Background: an optimization exercise with open tools, aiming at small area, a short achievable clock period and few clock cycles per item. Do not read the settings as production practice. Where RTL was checked, it was by simulation tests only, not by an equivalence proof against the original. For runs 4 and 5, only the layout was checked, not whether the RTL still works. Power and IR drop assume default switching activity.

**design/flow/config.mk**
```make
export PLATFORM = sky130hd
export DESIGN_NAME = sscore_dec
export DESIGN_NICKNAME = sscore_dec
export VERILOG_FILES = /design/flow/design.v
export SDC_FILE = /design/flow/constraint.sdc
export NUM_CORES = 4
export LEC_CHECK = 0
export CAP_MARGIN = 20
export CORE_MARGIN = 2
export CORE_UTILIZATION = 40
export SLEW_MARGIN = 20
```
**design/flow/constraint.sdc**
```tcl
create_clock -name core_clock -period 8.0 [get_ports {clk}]
set_input_delay 1.6000 -clock core_clock [delete_from_list [all_inputs] [get_ports {clk}]]
set_output_delay 1.6000 -clock core_clock [all_outputs]
set_load 0.01 [all_outputs]
```
**design/flow/design.v**
```verilog
module sscore_dec (
    input             clk,
    input             rst,         
    input             start,
    input      [47:0] in_len,
    output            idle,
    output            done,
    output     [2:0]  err,
    input             in_valid,
    output            in_ready,
    input      [20:0] in_cp,
    output            out_valid,
    input             out_ready,
    output      [7:0] out_data
);
    localparam [2:0] E_NONE      = 3'd0,
                     E_HEADER    = 3'd1,    
                     E_RANGE     = 3'd2,    
                     E_LENGTH    = 3'd3,    
                     E_BODY      = 3'd5;    
    reg         idle_r;      
    reg         done_r;      
    reg  [2:0]  err_r;
    localparam LW = 7, UW = 41;
    reg  [5:0]    ph;        
    reg  [LW-1:0] rlo;       
    reg  [UW-1:0] rup;       
    reg           rpend;     
    reg           rbr;       
    reg  [2:0]    st;        
    reg  [LW-1:0] hlo;       
    reg  [UW-1:0] hup;       
    reg           hpend;     
    reg           hpass;     
    reg           hbr;       
    reg           uf;        
    reg         oor;         
    reg         mb;          
    reg         rdy_o;       
    reg         busy;        
    reg         kpat;        
    reg  [10:0] rcnt;        
    reg  [7:0]  q;           
    reg         ovalid;
    reg  [7:0]  obyte;
    reg         zfe;         
    assign idle      = idle_r;
    assign done      = done_r;
    assign err       = err_r;
    assign in_ready  = rdy_o;
    assign out_valid = ovalid;
    assign out_data  = obyte;
    wire        rdy     = !busy;
    wire        push    = in_valid && rdy;
    wire        oa      = !ovalid || out_ready;      
    wire        take    = ovalid && out_ready;       
    wire [11:0] sym     = in_cp[11:0];
    wire        inrange = (in_cp[20:12] == 9'h00E);    
    wire [1:0]  pst     = st[1:0];
    wire        body    = push && st[2];
    wire        head    = (pst == 2'd0);
    wire        t_lit   = body && head && (sym[11:10] == 2'b00);
    wire        t_zf    = body && head && (sym[11] ^ sym[10]);
    wire        t_pat   = body && head && (sym[11:10] == 2'b11);
    wire        t_a     = body && (pst == 2'd1);
    wire        t_b     = body && (pst == 2'd2);
    wire        bad     = body && (head ? (sym[11:8] == 4'b0001 || sym[11:9] == 3'b001)
                                        : (sym[11:8] != 4'b0000));
    wire        rc_zero = (rcnt == 11'd0);
    wire        zf_nz   = (sym[9:0] != 10'd0);
    wire        x_emit  = !rdy && oa;
    wire [7:0]  h_byte  = (sym[11] ^ sym[10]) ? {8{sym[11]}} : sym[7:0];
    wire [10:0] dec_out = rcnt - 11'd1;
    wire        dec_z   = (rcnt[10:2] == 9'd0) &&
                          (rcnt[1:0] == ((!kpat && zfe) ? 2'd2 : 2'd1));
    wire        len_one = (sym[9:0] == 10'd1);
    wire        ph0     = (ph == 6'd0);
    wire        phl     = (ph == UW - 1);
    wire [LW-1:0] rlo_t, hlo_t;
    genvar gi;
    generate
        for (gi = 0; gi < LW; gi = gi + 1) begin : g_borrow
            if (gi == 0) begin : g0
                assign rlo_t[gi] = push;
                assign hlo_t[gi] = take;
            end else begin : gn
                assign rlo_t[gi] = push && (rlo[gi-1:0] == {gi{1'b0}});
                assign hlo_t[gi] = take && (hlo[gi-1:0] == {gi{1'b0}});
            end
        end
    endgenerate
    wire        rlo_z   = (rlo == {LW{1'b0}});
    wire        hlo_z   = (hlo == {LW{1'b0}});
    wire        rup_z   = (rup == {UW{1'b0}});
    wire        hup_z   = (hup == {UW{1'b0}});
    wire        rbc     = ph0 ? rpend : rbr;       
    wire        hrot    = ph0 ? hpend : hpass;     
    wire        hbc     = ph0 ? hpend : hbr;       
    wire        rem_z   = rup_z && rlo_z;
    wire        hsh     = push && !st[2];
    wire [47:0] hshift  = {hup[35-LW:0], hlo, sym};
    wire        fin     = !idle_r && !done_r && rem_z && rdy && oa;
    wire        e_head  = t_lit || (t_zf && zf_nz);
    wire        e_pat   = (t_a || t_b) && !rc_zero;
    wire        emit    = oa && (x_emit || e_head || e_pat);
    reg         rdy_n;
    always @(*) begin
        rdy_n = rdy;
        if (x_emit && (dec_z || pst == 2'd2)) rdy_n = 1'b1;
        if (t_a && !rc_zero && !oa) rdy_n = 1'b0;
        if (t_lit && !oa) rdy_n = 1'b0;
        if (t_zf && zf_nz) rdy_n = oa && len_one;
        if (t_b && !rc_zero) rdy_n = oa && dec_z;
    end
    always @(posedge clk) begin
        if (rst) begin
            idle_r <= 1'b1;
            done_r <= 1'b0;
            rdy_o  <= 1'b1;
            busy   <= 1'b0;
            ovalid <= 1'b0;
        end else begin
            idle_r <= idle_r ? !start : done_r;
            done_r <= fin;
            rdy_o  <= rdy_n;
            busy   <= !rdy_n;
            ovalid <= emit || (ovalid && !out_ready);
        end
    end
    always @(posedge clk) begin
        err_r <= oor                                           ? E_RANGE  :
                 !st[2]                                        ? E_HEADER :
                 (mb || !head)                                 ? E_BODY   :
                 (uf || !hup_z || hpend || hpass ||
                  (hlo != {{(LW-1){1'b0}}, ovalid})) ? E_LENGTH :
                                                                 E_NONE;
        if (oa)
            obyte <= rdy ? h_byte : q;
        if ((pst != 2'd2) ? (rdy || (oa && kpat)) : (rdy && push && !oa))
            q <= rdy ? h_byte : obyte;
        if (rdy && head) begin
            kpat <= !(sym[11] ^ sym[10]);
            zfe  <= oa;
        end
        if (!rdy) begin
            if (oa) rcnt <= dec_out;
        end else if (head) begin
            rcnt <= (sym[11:10] == 2'b11) ? {sym[9:0], 1'b0} :
                    (sym[11:10] == 2'b00) ? 11'd1 :
                                            {1'b0, sym[9:0]};
        end else if ((t_a || t_b) && !rc_zero && oa) begin
            rcnt <= dec_out;
        end
        if (idle_r || rst) begin
            mb  <= 1'b0;
            oor <= 1'b0;
        end else begin
            if (push && !inrange) oor <= 1'b1;
            if (bad) mb <= 1'b1;
            if (t_pat) st[1:0] <= 2'd1;
            if (t_a) st[1:0] <= 2'd2;
            if (t_b) st[1:0] <= 2'd0;
        end
        if (idle_r || rst) begin
            st    <= 3'd0;
            uf    <= 1'b0;
            hpend <= 1'b0;
            hpass <= 1'b0;
        end else begin
            if (hsh) st <= st + 3'd1;
            if (take && hlo_z && hup_z) uf <= 1'b1;
            hpend <= (hpend && !ph0) || (take && hlo_z);
            hpass <= hrot && !phl;
        end
        hlo <= hsh ? hshift[LW-1:0] : (hlo ^ hlo_t);
        if (hsh) hup <= hshift[47:LW];
        else if (hrot) hup <= {hup[0] ^ hbc, hup[UW-1:1]};
        hbr <= hbc && !hup[0];
        ph    <= (idle_r || phl) ? 6'd0 : ph + 6'd1;
        rlo   <= idle_r ? in_len[LW-1:0] : (rlo ^ rlo_t);
        rup   <= idle_r ? in_len[47:LW] : {rup[0] ^ rbc, rup[UW-1:1]};
        rbr   <= rbc && !rup[0];
        rpend <= !idle_r && ((rpend && !ph0) || (push && rlo_z));
    end
endmodule
```
**design/flow/flow/run.sh**
```bash
#!/bin/bash
# Own flow: the standard layout, with the port buffers made from the
# smallest buffer cell, a clock tree of clkbuf_8 without dummy loads, and
# timing repair aiming for more setup slack than the 8 ns clock needs.
set -o pipefail
export BUFFER_PORTS_ARGS="-buffer_cell sky130_fd_sc_hd__buf_1"
export CTS_ARGS="-sink_clustering_enable -repair_clock_nets -dont_use_dummy_load -buf_list {sky130_fd_sc_hd__clkbuf_4 sky130_fd_sc_hd__clkbuf_8}"
export SETUP_SLACK_MARGIN=5.4
bash standard.sh > standard.log 2>&1
```
**design/flow/standard.sh**
```bash
#!/bin/bash
# synth_recipe.tcl (not shown) runs the flow's synth.tcl, then flattens the netlist and writes it again
# the make line also repeats each setting of config.mk as NAME=value (left out here)
make -C /OpenROAD-flow-scripts/flow DESIGN_CONFIG=/design/flow/config.mk WORK_HOME=/design/flow/orfs CLKGATE_MAP_FILE= SYNTH_SCRIPT=/design/flow/synth_recipe.tcl "${@:-finish}"
```
==> impl_metrics.yaml, run 1 <==
clock_network:
  clk_latency_ps: 440
  clockBufferDepth: 2
  clkTransAtPathRegs_ps: 80
  cts-buffers-inserted: 17
  hold_buffers: 0
  cts-root-buf: "clkbuf_8"
  cts_tree: "built"
  cts.sinks: 150
  htree_levels: 4
sta:
  setup_ws_ps: 5408
  timing.hold.ws_ps: 470.7
  finalHoldViolCount: 0
  worst_slew_pin_slew_ps: 976.1
  rsz0062_at_grt: "yes"
  slew_viol_final: 0
  finalSetupViolations: 0
  max_freq_mhz: 385.8
  fin_skew_ps: 27.10
  fin_crit_ps: 2592
  fin_setup_tns_ps: 0
  fin_crit_sh_pct: 32.40
  relSlewSlack_pct: 34.84
setup_path:
  start_kind: "flop"
  endpoint_kind: "primary output"
  cp_slowest_cell: "edfxtp_1"
  path_buf_inv: 1
  ff2ff_path_depth: 5
  critPathKind: "reg2out"
  cp.arrival_ps: 990
  rr_startpoint: "busy"
  required_ps: 6400
  path_max_fanout: 2
  cpPeakStageDelay_ps: 400
  cp_top_family: "flip-flops"
  regToRegSetupSlack_ps: 5620
  path_cells: "clkbuf_2"
  r2r-end: "hup[5]"
global_route:
  grt_pass1_vias: 5188
  grtUsageTotal_pct: 17.59
  grt_pass1_wl_um: 25060
  grt_start_max_net_pins: 62
  antenna_found_initial: 0
  gr-total-overflow: 0
worst_hold_path:
  hp-start: "ph[0]"
  hold_depth: 1
  worst_hold_path_type: "reg2reg"
  hold_end: "ph[0]"
synth:
  synth.ff_latch_count: 150
  ys.flop_type: "dfxtp_1"
  synth_edf_count: 70
  syn_area_per_cell_um2: 10.04
  seq_area_frac_synth_pct: 56.08
  synthCells: 658
  synth_area_mm2: 0.006604
  ys_types: 48
  yosys_warnings: 1
  syn_nets: 746
  ys_async_sr_fraction_pct: 0
power:
  ir_worst_vdd_mv: 0.1420
  powerDensity_mw_per_mm2: 201.3
  total_power_uw: 1541
  leakage_uw: 0.002976
place:
  port_buffers: 88
  dp_hpwl_um: 10650
  gp_congestion: 0.8277
  pre_cts_slack_ps: 4589
drt:
  via_per_inst: 5.228
  dr.first_iter.drc_count: 313
  ant_nets: 0
  wl_per_cell_um: 15.51
  remaining_drc_errors: 0
  vias: 5045
  drt-total-wl_um: 14960
  first_pass_iters: 5
floorplanning:
  die_y_um: 132.5
  core_area_mm2: 0.01600
  dieArea_mm2: 0.01755
  rows: 46
  start_util_pct: 41.27
  die_x_um: 132.5
  io_pins: 89
finish:
  diodes: 0
  final_cell_mix: "140 x nand2_1, 77 x dfxtp_1, 76 x buf_1"
  final_nets: 839
  area.growth.synth_to_final_pct: 15.95
  fill_cells: 1534
  final_common_cell: "nand2_1"
  drive_above_1_share_pct: 15.49
flow_run:
  maxCapViolations: 0
status:
  status: "no timing/DRC/antenna violations"
-- report_power, final --
group | switching [uW] | leakage (uW) | total, uW | internal (uW)
sequential | 47.2 | 0.00139 | 926 | 879
clock | 235 | 0.000122 | 422 | 187
combinational | 105 | 0.00147 | 193 | 87.9
total | 387 | 0.00298 | 1540 | 1150
-- what timing repair did --
action,in CTS,in global routing
gates resized for setup,16,16
buffers inserted,5,4
pin swaps,1,0
setup endpoints to repair,92,29
-- worst max-delay path by stage --
stage / start / endpoint / cells past startpoint
after floorplan: in_cp[10] / rdy_o / 6
after global placement: in_valid / hup[29] / 7
after detailed placement: in_valid / hup[30] / 7
after CTS: obyte[1] / out_data[1] / 1
after global routing: in_cp[10] / obyte[5] / 6
final: obyte[1] / out_data[1] / 1
-- layout make-up --
cell class	count	area, um^2	area share (%)
sequential	150	3710	48.45
multi-input combinational	444	2803	36.60
timing repair buffer	101	480.5	6.275
tap	216	270.3	3.529
clock buffer	17	234.0	3.056
inverter	37	160.2	2.092
-- per-layer routing --
metal | global-route usage, % | routed length [um] | share of wire [%] | up-vias
li1 | - | - | - | 2483
met1 | 22.00 | 6697 | 45 | 2404
met2 | 28.96 | 7164 | 48 | 138
met3 | 5.824 | 896 | 6.0 | 20
met4 | 5.317 | 205 | 1.4 | 0
met5 | 0 | 0 | 0 | -
-- logic make-up (layout without fill, tap and decap cells) --
group	count (synthesis)	in the layout	synth area share, %
AO/OA/AOI/OAI	106	106	9.493
XOR/XNOR	20	20	2.653
adder cells (fa/ha/maj)	14	14	2.653
multiplexers	41	41	6.991
flip-flops	150	150	56.08
buffers and inverters	64	155	3.638
AND/OR/NAND/NOR	263	263	18.49
-- cell usage after synthesis (all sizes together) (2+ instances only) --
cell    count  share of area, %
a221oi      7              0.93
inv        36               2.0
and3        5              0.47
and2        2              0.19
mux2       41               7.0
nand3       7              0.53
nand2b      7              0.66
edfxtp     70                32
nor2       36               2.0
nor4       25               2.4
or4         3              0.47
or3         3              0.28
clkbuf     27               1.5
nor3       10              0.76
o21ai      26               2.0
or3b        2              0.27
nand4       6              0.57
dfxtp      80                24
ha         14               2.7
a21oi      45               3.4
xor2        8               1.1
or2         2              0.19
a22oi       3              0.34
a211oi      3              0.34
a31oi       8              0.76
o31ai       3              0.34
xnor2      12               1.6
nand2     140               8.0
a21o        3              0.34
nor3b       5              0.57
nor2b       5              0.47
-- through the flow --
step | cells | instance area (um^2) | util, %
final | 965 | 7657 | 47.86
after floorplan | 658 | 6733 | -
after global placement | 939 | 7248 | 45.30
after detailed placement | 939 | 7248 | 45.30
after global routing | 965 | 7657 | 47.86
after CTS | 961 | 7586 | 47.41
-- flip-flops by register name, indices dropped and copies added, names as in the netlist, 3 cells and up --
signal,count
rlo,7
obyte,8
ph,6
hlo,7
st,3
hup,41
rcnt,11
err_r,3
q,8
rup,41
Testbench counts, summed over its fixed seeds: cycles 65,160, bytes 62,998.
==> inputs of run 2 (changes only) <==
==> design/flow/flow/run.sh (replaced) <==
#!/bin/bash
# Own flow: the standard layout, with the port buffers made from the
# smallest buffer cell, a clock tree of clkbuf_8 without dummy loads, and
# timing repair aiming for more setup slack than the 8 ns clock needs.
set -o pipefail
export BUFFER_PORTS_ARGS="-buffer_cell sky130_fd_sc_hd__buf_1"
export CTS_ARGS="-sink_clustering_enable -repair_clock_nets -dont_use_dummy_load -buf_list {sky130_fd_sc_hd__clkbuf_4 sky130_fd_sc_hd__clkbuf_8} -sink_buffer_max_cap_derate 0.5"
export SETUP_SLACK_MARGIN=5.4
bash standard.sh > standard.log 2>&1
==> run 2 against run 1 <==
Final area is essentially flat. Clock power down 2%. Combinational power about the same. Cell count rose by 0.10%. Global-route usage is essentially flat.
==> impl_metrics.yaml, run 2 <==
power:
  powerDensity_mw_per_mm2: 200.1
  ir_worst_vdd_mv: 0.1426
  total_power_uw: 1533
  leakage_uw: 0.002994
synth:
  syn_area_per_cell_um2: 10.04
  ys.flop_type: "dfxtp_1"
  synthCells: 658
  synth.top_cell.area_share_pct: 31.83
  synth_area_leader_cell: "edfxtp_1"
  synth_area_mm2: 0.006604
  yosysMostFrequentCell: "nand2_1"
  synth.ff_latch_count: 150
  syn_nets: 746
  synth_edf_count: 70
  synth.area.top_cells: "edfxtp_1 32%, dfxtp_1 24%, nand2_1 8.0%"
  yosys_warnings: 1
  seq_area_frac_synth_pct: 56.08
  netlist_top_cells_count: "140 x nand2_1, 80 x dfxtp_1, 70 x edfxtp_1"
  ys_async_sr_fraction_pct: 0
  ys_types: 48
drt:
  first_pass_iters: 6
  drt-total-wl_um: 15000
  dr.first_iter.drc_count: 350
  ant_nets: 0
  via_per_inst: 5.210
  remaining_drc_errors: 0
  wl_per_cell_um: 15.52
  vias: 5033
worst_hold_path:
  hold_end: "ph[0]"
  hold_depth: 1
  hp-start: "ph[0]"
  worst_hold_path_type: "reg2reg"
flow_run:
  maxCapViolations: 0
setup_path:
  path_cells: "clkbuf_2"
  cp_top_family: "flip-flops"
  rr_startpoint: "ph[0]"
  cp.arrival_ps: 1140
  required_ps: 6400
  path_buf_inv: 1
  cpPeakStageDelay_ps: 410
  regToRegSetupSlack_ps: 5610
  r2r-end: "hup[40]"
  critPathKind: "reg2out"
  start_kind: "flop"
  ff2ff_path_depth: 8
  path_max_fanout: 2
  endpoint_kind: "primary output"
  cp_slowest_cell: "edfxtp_1"
clock_network:
  cts.sinks: 150
  clkTransAtPathRegs_ps: 80
  cts-root-buf: "clkbuf_4"
  clk_latency_ps: 580
  htree_levels: 4
  clockBufferDepth: 2
  cts-buffers-inserted: 17
  cts_tree: "built"
sta:
  rsz0062_at_grt: "yes"
  worst_slew_pin_slew_ps: 946.4
  finalSetupViolations: 0
  fin_crit_ps: 2735
  fin_crit_sh_pct: 34.19
  relSlewSlack_pct: 36.82
  finalHoldViolCount: 0
  fin_setup_tns_ps: 0
  fin_skew_ps: 27.25
  slew_viol_final: 0
  max_freq_mhz: 365.6
global_route:
  antenna_found_initial: 0
  grtUsageTotal_pct: 17.61
  grt_pass1_vias: 5188
  grt_start_max_net_pins: 62
  gr-total-overflow: 0
  grt_pass1_wl_um: 25080
floorplanning:
  core_area_mm2: 0.01600
  start_util_pct: 41.27
  die_y_um: 132.5
  rows: 46
  io_pins: 89
  die_x_um: 132.5
  dieArea_mm2: 0.01755
finish:
  final_common_cell: "nand2_1"
  utilization_pct: 47.87
  drive_above_1_share_pct: 15.60
  final_cell_mix: "140 x nand2_1, 74 x dfxtp_1, 73 x buf_1"
  final_nets: 840
  area.growth.synth_to_final_pct: 15.99
  largestRegisters: "hup (41), rup (41), rcnt (11)"
  diodes: 0
place:
  dp_hpwl_um: 10650
  port_buffers: 88
  gp_congestion: 0.8277
status:
  status: "no timing/DRC/antenna violations"
==> run 2: layout make-up <==
class	instances	area (um^2)
Sequential cell	150	3714
Timing Repair Buffer	102	523.0
Fill cell	1538	8341
Multi-Input combinational cell	444	2769
Tap cell	216	270.3
Inverter	37	156.4
Clock buffer	17	227.7
==> run 2: what timing repair did <==
item,4_1_cts,5_1_grt
setup buffers,4,6
hold buffers,0,0
pin swaps,0,1
resized for setup,18,18
endpoints found under the hold margin,0,0
gates cloned,0,0
setup endpoints to repair,63,77
==> run 2: worst reg2reg max path, delay by kind of cell (launching register included) <==
| kind | cells | cell delay (ps) |
|---|---|---|
| flip-flops | 1 | 340 |
| adder cells (fa/ha/maj) | 2 | 450 |
| buffers and inverters | 1 | 60 |
| AND/OR/NAND/NOR | 3 | 1100 |
| AO/OA/AOI/OAI | 2 | 170 |
==> run 2: how the worst max path moves through the flow <==
stage / startpoint / end / slack (ps) / cells after the start
finish: obyte[1] / out_data[1] / 5260 / 1
global route: obyte[0] / out_data[0] / 5200 / 1
CTS: obyte[1] / out_data[1] / 5220 / 1
detailed placement: in_valid / hup[30] / 4590 / 7
global placement: in_valid / hup[29] / 4630 / 7
floorplan: in_cp[10] / rdy_o / 5260 / 6
==> run 2: logic make-up after synthesis <==
group,Yosys count,share of synthesized area (%)
xor+xnor,20,2.653
fa+ha+maj,14,2.653
compound gates,106,9.493
flops,150,56.08
simple gates,263,18.49
mux,41,6.991
buf+inv,64,3.638
==> run 2: power breakdown <==
part | internal [uW] | switching [uW] | total, uW | leakage (uW)
clock network | 180 | 235 | 415 | 0.000120
logic | 87.6 | 104 | 191 | 0.00149
registers | 879 | 47.5 | 926 | 0.00139
==> run 2: metal layers <==
layer / track usage (%) / routed length, um / part of all wire (%) / up-vias
li1: - / - / - / 2483
met1: 22.15 / 6641 / 44 / 2401
met2: 28.99 / 7214 / 48 / 133
met3: 5.977 / 965 / 6.4 / 16
met4: 4.839 / 175 / 1.2 / 0
met5: 0 / 0 / 0 / -
==> run 2: per-stage QoR <==
step	hold WS (ps)	instances	setup slack (ps)	cell area [um^2]
2_1_floorplan	429.7	658	5257	6733
3_3_place_gp	446.0	939	4627	7248
3_5_place_dp	454.8	939	4589	7248
4_1_cts	475.2	960	5221	7559
5_1_grt	508.4	966	5199	7660
6_report	471.3	966	5265	7660
==> inputs of run 3 (changes only) <==
==> design/flow/flow/run.sh (replaced) <==
#!/bin/bash
# Own flow: the standard layout, with the port buffers made from the
# smallest buffer cell, a clock tree of clkbuf_8 without dummy loads, and
# timing repair aiming for more setup slack than the 8 ns clock needs.
set -o pipefail
export BUFFER_PORTS_ARGS="-buffer_cell sky130_fd_sc_hd__buf_1"
export CTS_ARGS="-sink_clustering_enable -repair_clock_nets -dont_use_dummy_load -buf_list {sky130_fd_sc_hd__clkbuf_8 sky130_fd_sc_hd__clkbuf_16} -sink_buffer_max_cap_derate 1.0"
export SETUP_SLACK_MARGIN=5.4
bash standard.sh > standard.log 2>&1
==> run 3 against run 2 <==
Non-clock buffer count grew 1. Clock-buffer cell count is the same. Routed wire length grew 1.3%. Power grew 13%. Fmax grew 2.3%. Synthesized area is the same. Critical path depth is the same. Final area grew 2.9%. Clock skew shrank 8.2 ps. Synthesized cell count is the same. Sequential share of layout area shrank 1.4 points. First-iteration DRC count grew 13%. Critical path type unchanged.
==> impl_metrics.yaml, run 3 <==
status:
  status: "no timing/DRC/antenna violations"
clock_network:
  htree_levels: 4
  cts_tree: "built"
  clk_latency_ps: 530
  cts-buffers-inserted: 17
  clkTransAtPathRegs_ps: 60
  clockBufferDepth: 2
  cts-root-buf: "clkbuf_8"
  cts.sinks: 150
drt:
  ant_nets: 0
  remaining_drc_errors: 0
  wl_per_cell_um: 15.71
  vias: 5094
  drt-total-wl_um: 15200
  first_pass_iters: 5
  via_per_inst: 5.268
  dr.first_iter.drc_count: 395
worst_hold_path:
  hp-start: "ph[0]"
  worst_hold_path_type: "reg2reg"
synth:
  synth.top_cell.area_share_pct: 31.83
  netlist_top_cells_count: "140 x nand2_1, 80 x dfxtp_1, 70 x edfxtp_1"
  synth_area_mm2: 0.006604
  synth_edf_count: 70
  synth.area.top_cells: "edfxtp_1 32%, dfxtp_1 24%, nand2_1 8.0%"
  yosysMostFrequentCell: "nand2_1"
  yosys_warnings: 1
  seq_area_frac_synth_pct: 56.08
  synth_area_leader_cell: "edfxtp_1"
  ys_types: 48
  synthCells: 658
  ys.flop_type: "dfxtp_1"
  syn_area_per_cell_um2: 10.04
  ys_async_sr_fraction_pct: 0
  syn_nets: 746
  synth.ff_latch_count: 150
finish:
  area.growth.synth_to_final_pct: 19.38
  final_nets: 841
  final_cell_mix: "140 x nand2_1, 74 x dfxtp_1, 72 x buf_1"
  drive_above_1_share_pct: 16.38
  seq_area_mm2: 0.003714
  fill_cells: 1510
  largestRegisters: "hup (41), rup (41), rcnt (11)"
  multi_input_area_mm2: 0.002788
  diodes: 0
  final_common_cell: "nand2_1"
power:
  power.share.switching_pct: 23.85
  p_sw_uw: 413.8
  ir_worst_vdd_mv: 0.1440
  p_comb_share_pct: 11.2
  p_int_uw: 1321
  leakage_uw: 0.003089
  powerDensity_mw_per_mm2: 220.1
  p_clk_share_pct: 35.4
  p_seq_share_pct: 53.5
floorplanning:
  die_x_um: 132.5
  dieArea_mm2: 0.01755
  rows: 46
  start_util_pct: 41.27
  io_pins: 89
  die_y_um: 132.5
  core_area_mm2: 0.01600
global_route:
  grtUsageTotal_pct: 17.73
  met2_usage_pct: 29.33
  antenna_found_initial: 0
  grt_pass1_wl_um: 25160
  use_met1_pct: 22.20
  met3_usage_pct: 5.977
  grt_start_max_net_pins: 62
  top_usage_layer: "met2"
  gr-total-overflow: 0
  grt_pass1_vias: 5213
setup_path:
  cpPeakStageDelay_ps: 400
  endpoint_kind: "primary output"
  critPathKind: "reg2out"
  path_cells: "clkbuf_2"
  required_ps: 6400
  cp_slowest_cell: "edfxtp_1"
  rr_startpoint: "ph[0]"
  regToRegSetupSlack_ps: 5620
  startpoint: "obyte[1]"
  path_buf_inv: 1
  path_max_fanout: 2
  cp_top_family: "flip-flops"
  cp.arrival_ps: 1070
  start_kind: "flop"
place:
  gp_congestion: 0.8277
  dp_hpwl_um: 10650
  port_buffers: 88
  pre_cts_slack_ps: 4589
sta:
  finalHoldViolCount: 0
  finalSetupViolations: 0
  fin_skew_ps: 19.10
  fin_crit_ps: 2675
  setup_ws_ps: 5325
  slew_viol_final: 0
  max_freq_mhz: 373.8
  fin_setup_tns_ps: 0
  worst_slew_pin_slew_ps: 904.8
  relSlewSlack_pct: 39.60
  fin_crit_sh_pct: 33.44
  rsz0062_at_grt: "yes"
flow_run:
  maxCapViolations: 0
-- run 3: cell counts after synthesis --
No cell type changed its count.
-- run 3: power by group through the flow --
stage,sequential [uW],combinational [uW],clock (uW)
2_1_floorplan,931,128,0
5_1_grt,937,217,661
3_5_place_dp,943,180,0
3_3_place_gp,940,175,0
6_report,928,194,614
4_1_cts,927,187,627
-- run 3: kinds of logic (layout without fill, tap and decap cells) --
logic type	after synthesis	after routing	share of synthesized area, %
adder cells (fa/ha/maj)	14	14	2.653
AND/OR/NAND/NOR	263	263	18.49
multiplexers	41	41	6.991
flip-flops	150	150	56.08
buffers and inverters	64	157	3.638
AO/OA/AOI/OAI	106	106	9.493
XOR/XNOR	20	20	2.653
-- run 3: worst paths after layout --
kind,end,cells after the start
max,out_data[1],1
min,ph[0],1
max reg2reg,hup[40],8
min reg2reg,ph[0],1
-- run 3: timing repair --
action / 4_1_cts / 5_1_grt
setup buffers: 6 / 5
hold buffers: 0 / 0
endpoints found under the setup margin: 77 / 83
gates resized for setup: 21 / 22
pin swaps: 1 / 0
cloned: 0 / 0
-- run 3: layout make-up --
class                   count  area share (%)
well taps                 216           3.428
flip-flops and latches    150           47.10
repair buffers            103           6.824
multi-input cells         444           35.36
clock buffers              17           5.253
inverters                  37           2.031
-- run 3: layer usage --
| layer | routed length (um) | vias up |
|---|---|---|
| met5 | 0 | - |
| met4 | 202 | 0 |
| met3 | 956 | 25 |
| met2 | 7237 | 127 |
| met1 | 6798 | 2446 |
| li1 | - | 2496 |
-- run 3: through the flow --
stage	instances	area (um^2)	power (uW)	hold slack, ps	util, %
2_1_floorplan	658	6733	1059	429.7	-
3_3_place_gp	939	7248	1116	446.0	45.30
3_5_place_dp	939	7248	1123	454.8	45.30
4_1_cts	962	7774	1742	469.5	48.58
5_1_grt	967	7884	1815	505.8	49.27
6_report	967	7884	1735	465.8	49.27
==> inputs of run 4 (changes only) <==
--- a/design/flow/design.v
+++ b/design/flow/design.v
@@ -21,7 +21,7 @@
     reg         idle_r;      
     reg         done_r;      
     reg  [2:0]  err_r;
-    localparam LW = 7, UW = 41;
+    localparam LW = 8, UW = 40;
     reg  [5:0]    ph;        
     reg  [LW-1:0] rlo;       
     reg  [UW-1:0] rup;       
@@ -67,6 +67,7 @@
     wire        bad     = body && (head ? (sym[11:8] == 4'b0001 || sym[11:9] == 3'b001)
                                         : (sym[11:8] != 4'b0000));
     wire        rc_zero = (rcnt == 11'd0);
+    wire        rc_odd  = rcnt[0];
     wire        zf_nz   = (sym[9:0] != 10'd0);
     wire        x_emit  = !rdy && oa;
     wire [7:0]  h_byte  = (sym[11] ^ sym[10]) ? {8{sym[11]}} : sym[7:0];
@@ -151,7 +152,7 @@
         end else if ((t_a || t_b) && !rc_zero && oa) begin
             rcnt <= dec_out;
         end
-        if (idle_r || rst) begin
+        if (idle_r) begin
             mb  <= 1'b0;
             oor <= 1'b0;
         end else begin
@@ -161,7 +162,7 @@
             if (t_a) st[1:0] <= 2'd2;
             if (t_b) st[1:0] <= 2'd0;
         end
-        if (idle_r || rst) begin
+        if (idle_r) begin
             st    <= 3'd0;
             uf    <= 1'b0;
             hpend <= 1'b0;
==> design/flow/flow/run.sh (replaced) <==
#!/bin/bash
# Own flow: the standard layout, with the port buffers made from the
# smallest buffer cell, a clock tree of small buffers without dummy loads,
# and timing repair aiming for more setup slack than the 8 ns clock needs.
set -o pipefail
export BUFFER_PORTS_ARGS="-buffer_cell sky130_fd_sc_hd__buf_1"
export CTS_ARGS="-sink_clustering_enable -repair_clock_nets -dont_use_dummy_load -buf_list {sky130_fd_sc_hd__clkbuf_8 sky130_fd_sc_hd__clkbuf_16} -root_buf sky130_fd_sc_hd__clkbuf_16 -sink_clustering_size 25 -sink_clustering_max_diameter 100"
export SETUP_SLACK_MARGIN=5.4
bash standard.sh > standard.log 2>&1
==> run 4 against run 3 <==
Combinational power increased by 14%. Clock power up 3%. Worst setup slack better by 64 ps. Register-to-register slack better by 30 ps. Final area about the same. Sequential cell count did not move. Critical path depth is 6 higher. Sequential power rose by 2%. Fmax is 2.4% higher. Critical path type is now in2reg. Largest power group unchanged. Highest routed layer unchanged.
==> impl_metrics.yaml, run 4 <==
status:
  status: "no timing/DRC/antenna violations"
synth:
  syn_nets: 744
  synth.area.top_cells: "edfxtp_1 31%, dfxtp_1 24%, nand2_1 7.9%"
  yosys_warnings: 1
  synth.top_cell.area_share_pct: 31.14
  synth_area_mm2: 0.006654
  synth.ff_latch_count: 150
  seq_area_frac_synth_pct: 55.51
  ys.flop_type: "dfxtp_1"
  netlist_top_cells_count: "140 x nand2_1, 81 x dfxtp_1, 69 x edfxtp_1"
  syn_area_per_cell_um2: 10.14
  ys_types: 56
  synth_edf_count: 69
  synth_area_leader_cell: "edfxtp_1"
  yosysMostFrequentCell: "nand2_1"
  synthCells: 656
  ys_async_sr_fraction_pct: 0
finish:
  final_area_mm2: 0.007880
  final_cell_mix: "139 x nand2_1, 78 x dfxtp_1, 77 x buf_1"
  final_nets: 831
  largestRegisters: "hup (40), rup (40), rcnt (11)"
  drive_above_1_share_pct: 14.44
  final_common_cell: "nand2_1"
  area.growth.synth_to_final_pct: 18.43
  diodes: 0
setup_path:
  required_ps: 8300
  r2r-end: "hup[1]"
  regToRegSetupSlack_ps: 5650
  path_max_fanout: 10
  endpoint_kind: "flop"
  cp_top_family: "compound AO/OA/AOI/OAI gates"
  cp.arrival_ps: 2910
  start_kind: "primary input"
  critPathKind: "in2reg"
  ff2ff_path_depth: 5
  cpPeakStageDelay_ps: 400
  path_cells: "buf_6 > inv_6 > ha_4 > inv_8 > or3_4 > a2111o_1 > o211a_1"
  path_buf_inv: 3
  cp_slowest_cell: "a2111o_1"
  rr_startpoint: "ph[0]"
floorplanning:
  core_area_mm2: 0.01641
  dieArea_mm2: 0.01768
  rows: 47
  die_y_um: 133.0
  start_util_pct: 40.56
  die_x_um: 133.0
  io_pins: 89
place:
  placed_area_mm2: 0.007269
  port_buffers: 88
  dp_hpwl_um: 10580
  gp_congestion: 0.8112
sta:
  rsz0062_at_grt: "yes"
  slew_viol_final: 0
  finalHoldViolCount: 0
  fin_crit_sh_pct: 32.64
  relSlewSlack_pct: 32.29
  fin_setup_tns_ps: 0
  fin_crit_ps: 2611
  max_freq_mhz: 383.0
  worst_slew_pin_slew_ps: 987.5
  fin_skew_ps: 20.37
  timing.hold.ws_ps: 426.7
  finalSetupViolations: 0
power:
  p_seq_share_pct: 52.7
  leakage_uw: 0.003048
  p_clk_share_pct: 35.1
  ir_worst_vdd_mv: 0.1498
  p_sw_uw: 444.8
  power.share.switching_pct: 24.72
  powerDensity_mw_per_mm2: 228.4
  p_comb_share_pct: 12.3
  p_int_uw: 1355
global_route:
  top_usage_layer: "met2"
  antenna_found_initial: 0
  grt_pass1_vias: 4952
  met2_usage_pct: 27.92
  gr-total-overflow: 0
  grtUsageTotal_pct: 17.96
  grt_start_max_net_pins: 72
  use_met1_pct: 24.31
  met3_usage_pct: 5.670
  grt_pass1_wl_um: 25040
clock_network:
  htree_levels: 4
  clockBufferDepth: 2
  hold_buffers: 0
  cts-buffers-inserted: 17
  cts_tree: "built"
  cts.sinks: 150
  clk_latency_ps: 420
  cts-root-buf: "clkbuf_16"
  clkTransAtPathRegs_ps: 60
drt:
  drt-total-wl_um: 15630
  wl_per_cell_um: 16.26
  vias: 5152
  dr.first_iter.drc_count: 353
  first_pass_iters: 6
  via_per_inst: 5.361
  ant_nets: 0
  remaining_drc_errors: 0
worst_hold_path:
  worst_hold_path_type: "reg2reg"
  hp-start: "oor"
  hold_depth: 1
  hold_end: "err_r[0]"
flow_run:
  maxCapViolations: 0
==> run 4: timing repair <==
item                                    4_1_cts  5_1_grt
pin swaps                                     4        4
endpoints found under the setup margin      143      111
resized for setup                            21       17
gates cloned                                  4        1
buffers inserted                              1        1
==> run 4: worst max path at each step <==
stage              start  endpoint  slack [ps]  depth (start not counted)
3_5_place_dp    in_valid   hup[33]        4280                          5
5_1_grt        in_cp[11]     rdy_o        5370                          7
2_1_floorplan  in_cp[10]     rdy_o        5160                          6
6_report       in_cp[11]     rdy_o        5390                          7
3_3_place_gp    in_valid   hup[31]        4350                          5
4_1_cts         in_valid     rdy_o        5310                          5
==> run 4: power by group through the flow <==
stage / sequential (uW) / combinational, uW / clock, uW
2_1_floorplan: 946 / 153 / 0
3_3_place_gp: 958 / 201 / 0
3_5_place_dp: 961 / 209 / 0
4_1_cts: 947 / 218 / 641
5_1_grt: 957 / 248 / 676
6_report: 948 / 221 / 631
==> run 4: cell families (layout without fill, tap and decap cells) <==
group / Yosys count / count (layout) / share of synthesized area (%)
compound gates: 109 / 110 / 10.30
flops: 150 / 150 / 55.51
simple gates: 255 / 259 / 17.92
fa+ha+maj: 14 / 14 / 2.633
buf+inv: 64 / 144 / 3.648
mux: 42 / 42 / 7.089
xor+xnor: 22 / 22 / 2.896
==> run 4: worst reg2reg max path: stages, from the launching register on <==
cell and delay (ps):
dfxtp_1 360, inv_1 60, ha_1 190, nand3_1 260
mux2i_1 870, nand2_8 280
==> run 4: cell type report <==
type | instances | area [um^2]
tap | 220 | 275.3
multi-input combinational | 447 | 2917
sequential | 150 | 3697
fill | 1528 | 8527
inverter | 36 | 162.7
clock buffer | 17 | 425.4
timing repair buffer | 91 | 402.9
==> run 4: through the flow <==
stage | utilization, % | worst slack [ps] | cells | power [uW]
floorplan | - | 5156 | 656 | 1100
global placement | 44.31 | 4349 | 937 | 1159
detailed placement | 44.31 | 4283 | 937 | 1170
CTS | 47.68 | 5314 | 959 | 1806
global route | 48.03 | 5365 | 961 | 1881
finish | 48.03 | 5389 | 961 | 1800
==> run 4: layer usage <==
layer | vias up | routed length (um)
li1 | 2505 | -
met1 | 2463 | 7091
met2 | 169 | 7310
met3 | 15 | 1056
met4 | 0 | 171
met5 | - | 0
==> inputs of run 5 (changes only) <==
==> design/flow/flow/run.sh (replaced) <==
#!/bin/bash
# Own flow: the standard layout, with the port buffers made from the
# smallest buffer cell, a clock tree of small buffers without dummy loads,
# and timing repair aiming for more setup slack than the 8 ns clock needs.
set -o pipefail
export BUFFER_PORTS_ARGS="-buffer_cell sky130_fd_sc_hd__buf_1"
export CTS_ARGS="-sink_clustering_enable -repair_clock_nets -dont_use_dummy_load -buf_list {sky130_fd_sc_hd__clkbuf_4 sky130_fd_sc_hd__clkbuf_8} -sink_clustering_size 30 -sink_clustering_max_diameter 150 -sink_clustering_levels 1"
export SETUP_SLACK_MARGIN=5.4
bash standard.sh > standard.log 2>&1
==> run 5 against run 4 <==
Clock skew rose by 10 ps. Routed wire length is 1.2% lower. Still clean. Combinational power hardly changed. First-iteration DRC count rose by 5.9%. Synthesized cell count did not move. Critical endpoint is now busy. Clock-buffer cell count stayed put. Register-to-register slack worse by 20 ps. Cell count shrank 0.10%. Largest cell class unchanged. Critical path depth down 2. Sequential cell count stayed put. Power down 12%.
==> impl_metrics.yaml, run 5 <==
status:
  status: "no timing/DRC/antenna violations"
drt:
  first_pass_iters: 5
  dr.first_iter.drc_count: 374
  vias: 5106
  ant_nets: 0
  wl_per_cell_um: 16.08
  drt-total-wl_um: 15440
  via_per_inst: 5.319
  remaining_drc_errors: 0
finish:
  largestRegisters: "hup (40), rup (40), rcnt (11)"
  final_cell_mix: "139 x nand2_1, 77 x dfxtp_1, 75 x buf_1"
  drive_above_1_share_pct: 14.59
  final_nets: 830
  area.growth.synth_to_final_pct: 15.42
  final_area_mm2: 0.007680
  final_cells: 960
  diodes: 0
  final_common_cell: "nand2_1"
clock_network:
  clk_latency_ps: 440
  cts-root-buf: "clkbuf_8"
  cts-buffers-inserted: 17
  cts_tree: "built"
  clkTransAtPathRegs_ps: 80
  htree_levels: 4
  clockBufferDepth: 2
  cts.sinks: 150
worst_hold_path:
  worst_hold_path_type: "reg2reg"
  hp-start: "oor"
global_route:
  grtUsageTotal_pct: 17.95
  grt_pass1_vias: 4928
  grt_pass1_wl_um: 24850
  grt_start_max_net_pins: 72
  antenna_found_initial: 0
  gr-total-overflow: 0
synth:
  seq_area_frac_synth_pct: 55.51
  ys_async_sr_fraction_pct: 0
  synthCells: 656
  syn_area_per_cell_um2: 10.14
  synth_area_mm2: 0.006654
  synth-xor-area-share_pct: 2.896
  netlist_top_cells_count: "140 x nand2_1, 81 x dfxtp_1, 69 x edfxtp_1"
  ys.flop_type: "dfxtp_1"
  synth-simple-area-share_pct: 17.92
  yosysMostFrequentCell: "nand2_1"
  synth_area_leader_cell: "edfxtp_1"
  synth_edf_count: 69
  synth.ff_latch_count: 150
  syn_nets: 744
  synthAdderAreaFrac_pct: 2.633
  synth.top_cell.area_share_pct: 31.14
  yosys_warnings: 1
  synth_mux_area_share_pct: 7.089
  synth_top_family_by_area: "simple AND/OR/NAND/NOR gates"
  ys_types: 56
  synth.area.top_cells: "edfxtp_1 31%, dfxtp_1 24%, nand2_1 7.9%"
  synth-compound-area-share_pct: 10.30
sta:
  max_freq_mhz: 385.9
  finalHoldViolCount: 0
  fin_setup_tns_ps: 0
  setup_ws_ps: 5408
  fin_crit_sh_pct: 32.40
  slew_viol_final: 0
  worst_slew_pin_slew_ps: 1013
  relSlewSlack_pct: 30.54
  fin_skew_ps: 30.58
  fin_crit_ps: 2592
  rsz0062_at_grt: "yes"
  finalSetupViolations: 0
power:
  powerDensity_mw_per_mm2: 206.9
  ir_worst_vdd_mv: 0.1191
  leakage_uw: 0.002959
setup_path:
  startpoint: "in_cp[8]"
  start_kind: "primary input"
  cp.arrival_ps: 2910
  path_max_fanout: 5
  required_ps: 8320
  endpoint_kind: "flop"
  critPathKind: "in2reg"
  rr_startpoint: "ph[0]"
flow_run:
  maxCapViolations: 0
floorplanning:
  core_area_mm2: 0.01641
  rows: 47
  die_x_um: 133.0
  die_y_um: 133.0
  dieArea_mm2: 0.01768
  start_util_pct: 40.56
  io_pins: 89
place:
  numPlacedInstances: 937
  placed_area_mm2: 0.007269
  port_buffers: 88
  pre_cts_slack_ps: 4283
  gp_congestion: 0.8112
  dp_hpwl_um: 10580
run 5: cell counts after synthesis:
Identical to the previous run, type by type.
run 5: repair_timing:
item | in CTS | in global routing
hold buffers | 0 | 0
cloned | 4 | 0
buffers inserted | 1 | 1
pin swaps | 4 | 4
resized for setup | 20 | 19
setup endpoints to repair | 136 | 28
run 5: cell families (layout without fill, tap and decap cells):
logic type	after synthesis	in the layout
mux	42	42
xor+xnor	22	22
flops	150	150
compound gates	109	109
simple gates	255	259
buf+inv	64	144
fa+ha+maj	14	14
run 5: per-stage QoR:
stage	util (%)	hold slack, ps	power [uW]
2_1_floorplan	-	388.7	1100
3_3_place_gp	44.31	434.6	1159
3_5_place_dp	44.31	435.3	1170
4_1_cts	46.53	427.2	1598
5_1_grt	46.81	447.4	1669
6_report	46.81	426.0	1589
run 5: layout make-up:
cell class / instances / area, um^2
Fill cell: 1578 / 8727
Sequential cell: 150 / 3701
Multi-Input combinational cell: 446 / 2904
Timing Repair Buffer: 91 / 402.9
Tap cell: 220 / 275.3
Clock buffer: 17 / 234.0
Inverter: 36 / 162.7
run 5: report_power, final:
group	internal [uW]	total, uW	leakage (uW)	switching (uW)
combinational	95.9	219	0.00146	123
clock	187	424	0.000122	237
sequential	889	945	0.00138	56.1
total	1170	1590	0.00296	417
run 5: final timing paths:
| path | endpoint | slack, ps | cells after the start |
|---|---|---|---|
| max | busy | 5410 | 5 |
| min | err_r[0] | 430 | 1 |
| max reg2reg | hup[1] | 5630 | 5 |
| min reg2reg | err_r[0] | 430 | 1 |
run 5: worst max-delay path, stage by stage:
cell and delay [ps]:
clkbuf_2 150, or4_4 540, nor4_4 310, a2111o_1 210
o211ai_1 80
run 5: layer usage:
metal	track usage, %	vias up	part of all wire, %
li1	-	2505	-
met1	24.14	2436	45
met2	27.78	147	47
met3	4.866	18	6.2
met4	6.691	0	1.6
met5	0	-	0
==> inputs of run 6 (changes only) <==
--- a/design/flow/design.v
+++ b/design/flow/design.v
@@ -21,7 +21,7 @@
     reg         idle_r;      
     reg         done_r;      
     reg  [2:0]  err_r;
-    localparam LW = 8, UW = 40;
+    localparam LW = 7, UW = 41;
     reg  [5:0]    ph;        
     reg  [LW-1:0] rlo;       
     reg  [UW-1:0] rup;       
@@ -67,7 +67,6 @@
     wire        bad     = body && (head ? (sym[11:8] == 4'b0001 || sym[11:9] == 3'b001)
                                         : (sym[11:8] != 4'b0000));
     wire        rc_zero = (rcnt == 11'd0);
-    wire        rc_odd  = rcnt[0];
     wire        zf_nz   = (sym[9:0] != 10'd0);
     wire        x_emit  = !rdy && oa;
     wire [7:0]  h_byte  = (sym[11] ^ sym[10]) ? {8{sym[11]}} : sym[7:0];
@@ -152,7 +151,7 @@
         end else if ((t_a || t_b) && !rc_zero && oa) begin
             rcnt <= dec_out;
         end
-        if (idle_r) begin
+        if (idle_r || rst) begin
             mb  <= 1'b0;
             oor <= 1'b0;
         end else begin
@@ -162,7 +161,7 @@
             if (t_a) st[1:0] <= 2'd2;
             if (t_b) st[1:0] <= 2'd0;
         end
-        if (idle_r) begin
+        if (idle_r || rst) begin
             st    <= 3'd0;
             uf    <= 1'b0;
             hpend <= 1'b0;
==> design/flow/flow/run.sh (replaced) <==
#!/bin/bash
# Own flow: the standard layout, with the port buffers made from the
# smallest buffer cell and a clock tree of clkbuf_4/clkbuf_8 without dummy
# loads. The setup slack margin comes from config.mk.
set -o pipefail
export BUFFER_PORTS_ARGS="-buffer_cell sky130_fd_sc_hd__buf_1"
export CTS_ARGS="-sink_clustering_enable -repair_clock_nets -dont_use_dummy_load -buf_list {sky130_fd_sc_hd__clkbuf_4 sky130_fd_sc_hd__clkbuf_8}"
bash standard.sh > standard.log 2>&1
--- a/design/flow/config.mk
+++ b/design/flow/config.mk
@@ -8,4 +8,5 @@
 export CAP_MARGIN = 20
 export CORE_MARGIN = 2
 export CORE_UTILIZATION = 40
+export SETUP_SLACK_MARGIN = 5
 export SLEW_MARGIN = 20
==> run 6 against run 5 <==
Fmax down 12%. First-iteration DRC count up 21%. Non-clock buffer count up 1. Clock-buffer cell count unchanged. Worst setup slack worse by 350 ps. Cell count down 0.42%. Clock skew down 16 ps. Register-to-register slack worse by 50 ps. Synthesized area down 0.75%. Die area down 0.73%.
==> impl_metrics.yaml, run 6 <==
setup_path:
  cp.arrival_ps: 3010
  endpoint_kind: "flop"
  regToRegSetupSlack_ps: 5580
  required_ps: 8070
  path_max_fanout: 11
  critPathKind: "in2reg"
  start_kind: "primary input"
sta:
  max_freq_mhz: 340.2
  finalSetupViolations: 0
  slew_viol_final: 0
  fin_crit_ps: 2939
  worst_slew_pin_slew_ps: 866.5
  relSlewSlack_pct: 42.23
  fin_skew_ps: 14.36
  finalHoldViolCount: 0
  rsz0062_at_grt: "yes"
  fin_setup_tns_ps: 0
  fin_crit_sh_pct: 36.74
global_route:
  grtUsageTotal_pct: 16.88
  gr-total-overflow: 0
  grt_pass1_vias: 4909
  grt_start_max_net_pins: 62
  grt_pass1_wl_um: 23770
  antenna_found_initial: 0
finish:
  area.growth.synth_to_final_pct: 11.96
  final_common_cell: "nand2_1"
  final_cell_mix: "140 x nand2_1, 88 x buf_1, 79 x dfxtp_1"
  final_area_mm2: 0.007393
  drive_above_1_share_pct: 9.865
  largestRegisters: "hup (41), rup (41), rcnt (11)"
  fill_cells: 1602
  diodes: 0
  final_nets: 830
floorplanning:
  core_area_mm2: 0.01600
  io_pins: 89
  start_util_pct: 41.27
  die_y_um: 132.5
  dieArea_mm2: 0.01755
  rows: 46
  die_x_um: 132.5
place:
  placed_area_mm2: 0.007152
  port_buffers: 88
  dp_hpwl_um: 10400
  gp_congestion: 0.8305
clock_network:
  cts-buffers-inserted: 17
  cts-root-buf: "clkbuf_8"
  clkTransAtPathRegs_ps: 60
  htree_levels: 4
  clockBufferDepth: 2
  clk_latency_ps: 450
  cts.sinks: 150
  hold_buffers: 0
  cts_tree: "built"
drt:
  dr.first_iter.drc_count: 451
  first_pass_iters: 5
  wl_per_cell_um: 15.11
  ant_nets: 0
  drt-total-wl_um: 14440
  remaining_drc_errors: 0
  vias: 4892
  via_per_inst: 5.117
power:
  ir_worst_vdd_mv: 0.1866
  leakage_uw: 0.002870
  total_power_uw: 1526
  powerDensity_mw_per_mm2: 206.4
synth:
  synth.area.top_cells: "edfxtp_1 32%, dfxtp_1 24%, nand2_1 8.0%"
  synth.ff_latch_count: 150
  yosys_warnings: 1
  ys_types: 48
  synth_area_leader_cell: "edfxtp_1"
  syn_area_per_cell_um2: 10.04
  syn_nets: 746
  synth_area_mm2: 0.006604
  ys_async_sr_fraction_pct: 0
  synthCells: 658
  netlist_top_cells_count: "140 x nand2_1, 80 x dfxtp_1, 70 x edfxtp_1"
  yosysMostFrequentCell: "nand2_1"
  synth.top_cell.area_share_pct: 31.83
  seq_area_frac_synth_pct: 56.08
  synth_edf_count: 70
  ys.flop_type: "dfxtp_1"
worst_hold_path:
  worst_hold_path_type: "reg2reg"
status:
  status: "no timing/DRC/antenna violations"
flow_run:
  maxCapViolations: 0
run 6: changes by cell type after synthesis, sizes merged, moves of 3 or more:
cell	change
or4	-3
a21oi	+5
o21ai	+3
nor3	+5
nor4	-6
nor3b	+3
a22oi	+3
xor2	-3
and3	+4
nor2	+5
nand3b	-4
run 6: worst paths after layout:
path | startpoint | cells after the start | to
worst min register to register | uf | 2 | uf
worst max register to register | ph[0] | 7 | hup[11]
worst min-delay path | uf | 2 | uf
worst max-delay path | in_valid | 6 | rcnt[2]
run 6: timing repair:
| item | CTS | global route |
|---|---|---|
| buffers inserted | 0 | 0 |
| resized for setup | 2 | 1 |
| pin swaps | 0 | 0 |
| setup endpoints to repair | 49 | 52 |
| endpoints found under the hold margin | 0 | 0 |
run 6: critical path, cell delays in order:
cell and delay, ps:
buf_1 150, and3b_1 260, nand2_1 80, a21oi_1 270, nor3_1 110, o21ai_2 530
run 6: per-layer routing:
| layer | GRT usage, % | vias up | part of all wire [%] |
|---|---|---|---|
| li1 | - | 2476 | - |
| met1 | 22.13 | 2260 | 46 |
| met2 | 26.57 | 138 | 46 |
| met3 | 5.441 | 18 | 6.8 |
| met4 | 5.436 | 0 | 1.3 |
| met5 | 0 | - | 0 |
run 6: cell type report:
cell class,instances,area (um^2),area share [%]
Tap cell,216,270.3,3.655
Multi-Input combinational cell,444,2678,36.22
Clock buffer,17,234.0,3.165
Sequential cell,150,3705,50.11
Timing Repair Buffer,92,367.9,4.975
Inverter,37,138.9,1.878
run 6: per-stage QoR:
step	hold slack, ps	std cells	worst slack [ps]	utilization, %
after floorplan	429.7	658	4992	-
after global placement	441.1	939	4553	44.70
after detailed placement	454.2	939	4452	44.70
after CTS	473.1	956	5075	46.18
after global routing	492.9	956	4933	46.21
final	476.5	956	5061	46.21
run 6: where the power goes:
group	leakage, uW	internal [uW]	switching (uW)
Clock	0.000122	187	238
Sequential	0.00139	879	45.6
Combinational	0.00136	77.9	98.7
Total	0.00287	1140	382
run 6: kinds of logic (layout without fill, tap and decap cells):
| group | Yosys count | after routing | synth area share (%) |
|---|---|---|---|
| adders and majority gates | 14 | 14 | 2.653 |
| buffers and inverters | 64 | 146 | 3.638 |
| DFF | 150 | 150 | 56.08 |
| AOI/OAI and AO/OA | 106 | 106 | 9.493 |
| xor gates and xnor gates | 20 | 20 | 2.653 |
| muxes | 41 | 41 | 6.991 |
| and+or+nand+nor | 263 | 263 | 18.49 |
Testbench counts of run 6, summed over its fixed seeds: cycles 65,160, bytes 62,998.

[static timing again, ports no longer ideal]
Ports are ideal in the flow. The routed layouts listed here were re-timed in OpenROAD. Step 1, drivers: a clkbuf_16 drives clk and a buf_2 each remaining input, both assumed. Step 2 adds t to the input delays and takes it off the output delays; t is the mean of the earliest and latest rising clock arrival at the registers after step 1. Input paths then give back, and output paths get back, about the clock's delay inside the block. Slacks: ideal / step 1 / step 2; pairs: ideal / step 1.
run | t (ns) | setup slack, ns | worst slew at a driven data input, ns | pins driven straight from the clock port
run 1 | 0.466 | 5.408 / 5.370 / 4.958 | 0.06 | 1
run 2 | 0.601 | 5.265 / 5.229 / 4.829 | 0.06 | 1
run 3 | 0.552 | 5.325 / 5.289 / 4.862 | 0.06 | 1
run 4 | 0.451 | 5.389 / 5.357 / 4.906 | 0.07 | 1
run 5 | 0.470 | 5.408 / 5.369 / 4.914 | 0.07 | 1
run 6 | 0.474 | 5.061 / 5.054 / 4.580 | 0.06 | 1
After both steps setup and hold are still met in every run listed. For run 5, which loses most, drivers alone change the setup slack by -0.039 ns; drivers and shift together by -0.494 ns.
